This design comes from an exercise in tuning for small area, a short achievable clock period and few clock cycles per item on the open sky130 flow, not from production work.
In this exercise RTL edits were held to simulation tests only and were not proved equivalent to the original.
Power figures rest on the tool's default switching activity, not on a simulated workload.

==> flow/design.v <==
module ssp_xform (
    input  wire        clk,
    input  wire        rst,
    input  wire        cfg_we,
    input  wire [7:0]  cfg_addr,
    input  wire [15:0] cfg_wdata,
    input  wire        cmd_valid,
    output wire        cmd_ready,
    input  wire [63:0] cmd_word,
    output wire        mem_en,
    output wire [14:0] mem_addr,
    input  wire [7:0]  mem_rdata,
    output reg         res_valid,
    input  wire        res_ready,
    output reg  [31:0] res_data,
    output wire [3:0]  res_err
);
    localparam AW = 15;
    reg [AW-1:0]   amask;
    reg [AW:0]     bussize;
    reg [AW:0]     srclen;
    reg            dshare;
    reg [5:0]      gsh;
    reg [4*AW-1:0] aord;     
    reg [3*8-1:0]  dord;     
    reg [3*8-1:0]  eord;
    reg [5*32-1:0] gord;     
    always @(posedge clk) begin
        if (cfg_we) begin
            case (cfg_addr)
                8'h10: amask   <= cfg_wdata[AW-1:0];
                8'h11: bussize <= cfg_wdata[AW:0];
                8'h12: srclen  <= cfg_wdata[AW:0];
                8'h13: dshare  <= cfg_wdata[0];
                8'h16: gsh     <= 6'd32 - cfg_wdata[5:0];
                default: ;
            endcase
        end
    end
    genvar k;
    generate
        for (k = 0; k < AW; k = k + 1) begin : g_aord_wr
            always @(posedge clk)
                if (cfg_we && cfg_addr == 8'h20 + k)
                    aord[4*k +: 4] <= cfg_wdata[3:0];
        end
        for (k = 0; k < 8; k = k + 1) begin : g_dord_wr
            always @(posedge clk) begin
                if (cfg_we && cfg_addr == 8'h40 + k)
                    dord[3*k +: 3] <= cfg_wdata[2:0];
                if (cfg_we && cfg_addr == 8'h48 + k)
                    eord[3*k +: 3] <= cfg_wdata[2:0];
            end
        end
        for (k = 0; k < 32; k = k + 1) begin : g_gord_wr
            always @(posedge clk)
                if (cfg_we && cfg_addr == 8'h60 + k)
                    gord[5*k +: 5] <= cfg_wdata[4:0];
        end
    endgenerate
    reg  s_full;
    reg  rdy_q;
    wire go = !s_full;
    assign cmd_ready = rdy_q;
    wire [7:0] w_op  = cmd_word[7:0];
    wire [1:0] w_sel = cmd_word[9:8];
    wire w_rsv8  = |cmd_word[31:10];
    wire w_perm  = (w_op == 8'h10) && !w_rsv8;
    wire w_memop = (w_op[7:1] == 7'h10);
    wire w_mem   = w_memop && !w_rsv8 && (w_sel == 2'd0);
    reg        a_valid;
    reg        a_vmem;       
    reg        a_perm;       
    reg        a_mem;        
    reg [1:0]  a_sel;
    reg        a_isd;        
    reg        a_ise;
    reg        a_op0;
    reg [31:0] a_x;
    always @(posedge clk) begin
        if (rst) begin
            a_valid <= 1'b0;
            a_vmem  <= 1'b0;
        end else if (go) begin
            a_valid <= cmd_valid && rdy_q;
            a_vmem  <= cmd_valid && rdy_q && w_mem;
        end
        if (go) begin
            a_perm  <= w_perm;
            a_mem   <= w_mem;
            a_sel   <= w_sel;
            a_isd   <= (w_sel == 2'd1);
            a_ise   <= (w_sel == 2'd2);
            a_op0   <= w_op[0];
            a_x     <= {cmd_word[63:32+AW],
                        cmd_word[32+AW-1:32] ^ (amask & {AW{w_memop}})};
        end
    end
    wire a_isg = !(a_isd || a_ise);
    wire [AW-1:0] pa;
    wire [31:0]   gb;
    generate
        for (k = 0; k < AW; k = k + 1) begin : g_abank
            wire [15:0] xv = {1'b0, a_x[AW-1:0]};
            assign pa[k] = xv[aord[4*(14-k) +: 4]];
        end
        for (k = 0; k < 32; k = k + 1) begin : g_gbank
            wire [4:0] idx;
            if (k < 8) begin : g_de
                assign idx = ({5{a_isg}} & gord[5*(31-k) +: 5]) |
                             ({5{a_isd}} & {2'b0, dord[3*(7-k) +: 3]}) |
                             ({5{a_ise}} & {2'b0, eord[3*(7-k) +: 3]});
            end else begin : g_g
                assign idx = gord[5*(31-k) +: 5];
            end
            assign gb[k] = a_x[idx];
        end
    endgenerate
    wire oor  = (|a_x[31:16]) || ({a_x[15], a_x[AW-1:0] ^ amask} >= bussize);
    wire [15:0] ph_g0 = {1'b0, pa & ~srclen[AW-1:0]};
    wire [15:0] ph_e0 = {~srclen[AW], ~(pa ^ srclen[AW-1:0])};
    wire [7:0]  ph_g1, ph_e1;
    wire [3:0]  ph_g2, ph_e2;
    wire [1:0]  ph_g3, ph_e3;
    generate
        for (k = 0; k < 8; k = k + 1) begin : g_ph1
            assign ph_g1[k] = ph_g0[2*k+1] | (ph_e0[2*k+1] & ph_g0[2*k]);
            assign ph_e1[k] = ph_e0[2*k+1] & ph_e0[2*k];
        end
        for (k = 0; k < 4; k = k + 1) begin : g_ph2
            assign ph_g2[k] = ph_g1[2*k+1] | (ph_e1[2*k+1] & ph_g1[2*k]);
            assign ph_e2[k] = ph_e1[2*k+1] & ph_e1[2*k];
        end
        for (k = 0; k < 2; k = k + 1) begin : g_ph3
            assign ph_g3[k] = ph_g2[2*k+1] | (ph_e2[2*k+1] & ph_g2[2*k]);
            assign ph_e3[k] = ph_e2[2*k+1] & ph_e2[2*k];
        end
    endgenerate
    wire phys = ph_g3[1] | (ph_e3[1] & (ph_g3[0] | ph_e3[0]));
    reg          b_valid;
    reg          b_fetch;      
    reg [AW-1:0] b_pa;         
    reg [AW-1:0] b_lo;         
    reg [31:AW]  b_hi;         
    reg          b_km;         
    reg          b_ka;         
    reg          b_kd;
    reg          b_kg;
    reg          b_oor;
    reg          b_use_e;
    always @(posedge clk) begin
        if (rst) begin
            b_valid <= 1'b0;
            b_fetch <= 1'b0;
        end else if (go) begin
            b_valid <= a_valid;
            b_fetch <= a_vmem && !oor && !phys;
        end
        if (go) begin
            b_pa    <= pa;
            b_lo    <= a_mem ? a_x[AW-1:0] : gb[AW-1:0];
            b_hi    <= a_mem ? a_x[31:AW]  : gb[31:AW];
            b_km    <= a_mem;
            b_ka    <= a_perm && a_sel == 2'd0;
            b_kd    <= a_perm && (a_sel == 2'd1 || (a_sel == 2'd2 && !dshare));
            b_kg    <= a_perm && a_sel == 2'd3;
            b_oor   <= oor;
            b_use_e <= a_op0 && !dshare;
        end
    end
    assign mem_en   = b_fetch;
    assign mem_addr = b_pa;
    wire [31:0] b_g     = {b_hi, b_lo} >> gsh;
    wire [31:0] b_data  = ({32{b_km}} & {b_hi, b_lo ^ amask}) |
                          ({32{b_ka}} & {17'd0, b_pa}) |
                          ({32{b_kd}} & {24'd0, b_lo[7:0]}) |
                          ({32{b_kg}} & b_g);
    reg        c_valid;
    reg        c_fetch;      
    reg        c_fresh;      
    reg        c_use_e;
    reg [1:0]  c_err;
    reg [31:0] c_data;
    wire [7:0] dx;
    generate
        for (k = 0; k < 8; k = k + 1) begin : g_dperm
            wire [2:0] di = c_use_e ? eord[3*(7-k) +: 3] : dord[3*(7-k) +: 3];
            assign dx[k] = mem_rdata[di];
        end
    endgenerate
    wire c_fix = c_fresh && c_fetch && !go;
    always @(posedge clk) begin
        if (rst) begin
            c_valid <= 1'b0;
            c_fetch <= 1'b0;
            c_fresh <= 1'b0;
        end else if (go) begin
            c_valid <= b_valid;
            c_fetch <= b_fetch;
            c_fresh <= 1'b1;
        end else begin
            c_fresh <= 1'b0;
            if (c_fix) c_fetch <= 1'b0;
        end
        if (go) begin
            c_use_e <= b_use_e;
            c_err   <= (b_ka || b_kd || b_kg) ? 2'd0 :
                       !b_km   ? 2'd3 :
                       b_oor   ? 2'd1 :
                       !b_fetch ? 2'd2 : 2'd0;
            c_data  <= b_data;
        end else if (c_fix) begin
            c_data  <= {24'd0, dx};
        end
    end
    wire [31:0] c_res_data = c_fetch ? {24'd0, dx} : c_data;
    wire [2:0]  c_res_err  = {c_err != 2'd0, c_err == 2'd3, c_err == 2'd2};
    reg [2:0]  r_err;
    reg [31:0] s_data;
    reg [2:0]  s_err;
    assign res_err = {1'b0, r_err};
    wire take = res_valid && res_ready;
    always @(posedge clk)
        rdy_q <= s_full ? take : (!res_valid || take || !c_valid);
    always @(posedge clk) begin
        if (rst) begin
            res_valid <= 1'b0;
            s_full    <= 1'b0;
        end else if (s_full) begin
            if (take) s_full <= 1'b0;
        end else begin
            if (!res_valid || take)
                res_valid <= c_valid;
            else if (c_valid)
                s_full <= 1'b1;
        end
        if (s_full) begin
            if (take) begin
                res_data <= s_data;
                r_err    <= s_err;
            end
        end else if (!res_valid || take) begin
            res_data <= c_res_data;
            r_err    <= c_res_err;
        end
        if (go) begin
            s_data <= c_res_data;
            s_err  <= c_res_err;
        end
    end
endmodule
Settings: LEC_CHECK=0, ABC_CLOCK_PERIOD_IN_PS=3000, CAP_MARGIN=20, CORE_MARGIN=2, CORE_UTILIZATION=70, SLEW_MARGIN=20; clock period 10.0 ns.
standard.sh (not shown) runs the stock make flow with config.mk's settings and CLKGATE_MAP_FILE= SYNTH_SCRIPT=/design/flow/synth_recipe.tcl, a recipe that flattens the netlist after the stock synthesis.
==> flow/flow/run.sh <==
#!/bin/bash
set -euo pipefail
MARGIN=$(cat flow/margin.txt)
bash standard.sh SETUP_SLACK_MARGIN=$MARGIN \
  "BUFFER_PORTS_ARGS=-buffer_cell sky130_fd_sc_hd__buf_2" \
  "CTS_ARGS=-sink_clustering_enable -repair_clock_nets -dont_use_dummy_load -sink_clustering_size 25 -sink_clustering_max_diameter 120" \
  finish > flow_make.log 2>&1
==> flow/flow/margin.txt <==
6.7
The first run passed the timing, DRC and antenna checks.
Testbench counts at the start, summed over its fixed seeds: cycles 16,032, items 16,000.
Rerun with:
==> flow/flow/margin.txt (replaced) <==
6.8
CORE_UTILIZATION = 60   (was 70)
TNS_END_PERCENT = 30   (was not set)
Outcome: Synthesized area is unchanged; die area is higher by about a fifth; critical path depth stays the same; wire length is higher slightly; power stays flat; design area is higher slightly; clock skew is lower by 0.021 ns; setup slack is better by 0.099 ns; count of clock-buffer cells in the layout is unchanged; global-route usage is lower by 5.1 points; fmax is higher by a few percent.
Rerun with:
CORE_UTILIZATION = 50   (was 60)
TNS_END_PERCENT = not set   (was 30)
Maximum frequency hardly moves.
Count of clock-buffer cells in the layout does not change.
Setup slack barely changes.
Power grows slightly.
Via count hardly moves.
Die area climbs by about a fifth.

## afterwards: timing with drivers on the ports
No port has a modelled driver above. Below, the same layouts with a new extraction and two added sets of constraints. Step 1 sets driving cells, clkbuf_16 on the clock port and buf_2 on the other inputs (assumed; they add their load-dependent delay and slew). Step 2, shift: input delay + t, output delay - t, t = (earliest + latest rising clock arrival at the registers) / 2. This alone moves slack from input paths to output paths. a / b / c = no drivers / after step 1 / after step 2; a / b = the first two.
run	t (ns)	slack for setup (ns)	slew at the worst register clock pin (ns)	worst data-port slew with drivers (ns)
the first run	0.655	6.561 / 6.576 / 5.921	0.11 / 0.11	0.06
the second run	0.652	6.660 / 6.608 / 6.046	0.11 / 0.11	0.06
the third run	0.657	6.657 / 6.677 / 6.046	0.11 / 0.11	0.05
After both steps setup and hold are still met in every run listed. The setup slack of the first run, which loses most, moves by +0.015 ns with the drivers and by -0.640 ns with both steps.
